This design comes from an exercise in tuning for small area, a short achievable clock period and few clock cycles on the open sky130 flow, not from production work.

==> inputs of 02-22 <==
// hsv2rgb_stream
module hsv2rgb_stream (
    input  wire        clk,
    input  wire        rst,         
    input  wire        in_valid,
    output wire        in_ready,
    input  wire [23:0] in_hsv,      
    output reg         out_valid,
    input  wire        out_ready,
    output wire [31:0] out_rgba     
);
    reg sk_valid;
    wire en = !sk_valid;
    assign in_ready = en;
    wire [7:0] a0, b0;
    wire [1:0] grp;
    gr_hue u_hue (.h(in_hsv[23:16]), .a0(a0), .b0(b0), .grp(grp));
    reg        v1;
    reg [7:0]  a0_q, b0_q, s_q, v1_q;
    reg [1:0]  grp_q;
    always @(posedge clk) begin
        if (rst)
            v1 <= 1'b0;
        else if (en)
            v1 <= in_valid;
        if (en) begin
            a0_q <= a0; b0_q <= b0; grp_q <= grp;
            s_q  <= in_hsv[15:8]; v1_q <= in_hsv[7:0];
        end
    end
    wire [7:0] r1, g1, b1;
    gr_sat u_sat (.a0(a0_q), .b0(b0_q), .grp(grp_q), .s(s_q), .r1(r1), .g1(g1), .b1(b1));
    reg        v2;
  ...
export LEC_CHECK = 0
export CAP_MARGIN = 5
export CORE_MARGIN = 2
export CORE_UTILIZATION = 65
export CTS_BUF_LIST = sky130_fd_sc_hd__clkbuf_4 sky130_fd_sc_hd__clkbuf_8
export PLACE_DENSITY = 0.75
export SLEW_MARGIN = 5
export TNS_END_PERCENT = 10
create_clock -name core_clock -period 17.0 [get_ports {clk}]
standard.sh (not shown) runs the stock make flow with config.mk's settings and CLKGATE_MAP_FILE= SYNTH_SCRIPT=/design/flow/synth_recipe.tcl, a recipe that flattens the netlist after the stock synthesis.
==> flow/flow/run.sh <==
#!/bin/bash
# The standard layout, with: port buffers made of buf_2 cells; clock tree from
# clkbuf_4/clkbuf_8 with larger sink clusters and no dummy loads; repair_timing
# aiming for 11.9 ns of setup slack (at the design's clock period and constraints).
set -euo pipefail
bash standard.sh \
  "BUFFER_PORTS_ARGS=-buffer_cell sky130_fd_sc_hd__buf_2" \
  "CTS_ARGS=-sink_clustering_enable -repair_clock_nets -buf_list {sky130_fd_sc_hd__clkbuf_4 sky130_fd_sc_hd__clkbuf_8} -sink_clustering_size 30 -sink_clustering_max_diameter 80 -dont_use_dummy_load" \
  SETUP_SLACK_MARGIN=11.9 finish > standard_flow.log 2>&1
==> 02-06 (differences from 02-22) <==
==> flow/flow/run.sh (replaced) <==
#!/bin/bash
# The standard layout, with: port buffers made of buf_2 cells; clock tree from
# clkbuf_4/clkbuf_8 with larger sink clusters and no dummy loads; repair_timing
# aiming for 12.0 ns of setup slack (at the design's clock period and constraints).
set -euo pipefail
bash standard.sh \
  "BUFFER_PORTS_ARGS=-buffer_cell sky130_fd_sc_hd__buf_2" \
  "CTS_ARGS=-sink_clustering_enable -repair_clock_nets -buf_list {sky130_fd_sc_hd__clkbuf_4 sky130_fd_sc_hd__clkbuf_8} -sink_clustering_size 30 -sink_clustering_max_diameter 80 -dont_use_dummy_load" \
  SETUP_SLACK_MARGIN=12.0 finish > standard_flow.log 2>&1
--- a/flow/config.mk
+++ b/flow/config.mk
@@ -11,4 +11,4 @@
 export CTS_BUF_LIST = sky130_fd_sc_hd__clkbuf_4 sky130_fd_sc_hd__clkbuf_8
 export PLACE_DENSITY = 0.75
 export SLEW_MARGIN = 5
-export TNS_END_PERCENT = 10
+export TNS_END_PERCENT = 0
==> run notes <==
Hold slack: 02-22 is better than 02-06 (0.0041 ns).
Fmax is about the same in 02-22 and 02-06.
Between 02-06 and 02-22, the lower clock skew is in 02-22 (gap 0.0038 ns).
In synthesized cell count, 02-06 and 02-22 do not differ.
Critical path depth: 02-22 is higher than 02-06 (1).
Against 02-06, the design area of 02-22 is higher by 0.64%.
Of 02-22 and 02-06, 02-22 has the higher non-clock buffer count (gap 9).
==> figures <==
| item | 02-06 | 02-22 |
|---|---|---|
| Run status | no timing/DRC/antenna violations | no timing/DRC/antenna violations |
| Final cell area excluding filler cells | 16090 sq um | 16190 sq um |
| Slowest cell on the critical path | fa_1 | fa_2 |
| Worst-case hold slack | 0.4161 ns | 0.4202 ns |
| Utilization after layout | 71.05% | 71.51% |
| Worst slew margin | 32.45% | 33.15% |
| Critical Path Stages | 17 | 18 |
| Met1 wire length | 14.44 mm | 14.60 mm |
| Vias in the first global route | 11800 | 11810 |
| Met2 wire length | 17.38 mm | 17.63 mm |
| Reg2Reg Depth | 17 | 18 |
| Maximum fanout count along the critical path | 4 | 5 |
| Worst clock skew | 0.02815 ns | 0.02433 ns |
No functional check of the RTL was part of any run of this note.

==> static timing again, ports no longer ideal <==
The flow's constraints put no driver on any port. The routed layouts listed below were extracted and timed again, unchanged, in two steps.
Step 1, drivers: a clkbuf_16 drives clk and a buf_2 each remaining input, both assumed.
Step 2 times the ports against the registers' clock, not the clock port: input delays grow and output delays shrink by t, the midpoint of the rising clock arrivals with the driver on.
a / b / c = no drivers / after step 1 / after step 2; a / b = the first two.
run | shift t [ns] | setup slack, ns | latest minus earliest clock arrival (ns) | pins driven straight from the clock port
02-22 | 0.484 | 11.812 / 11.812 / 11.434 | 0.027 / 0.027 | 1
02-06 | 0.485 | 11.806 / 11.806 / 11.374 | 0.030 / 0.030 | 1
After both steps setup and hold are still met in every run listed. The setup slack of 02-06, which loses most, moves by 0.000 ns with the drivers and by -0.432 ns with both steps.
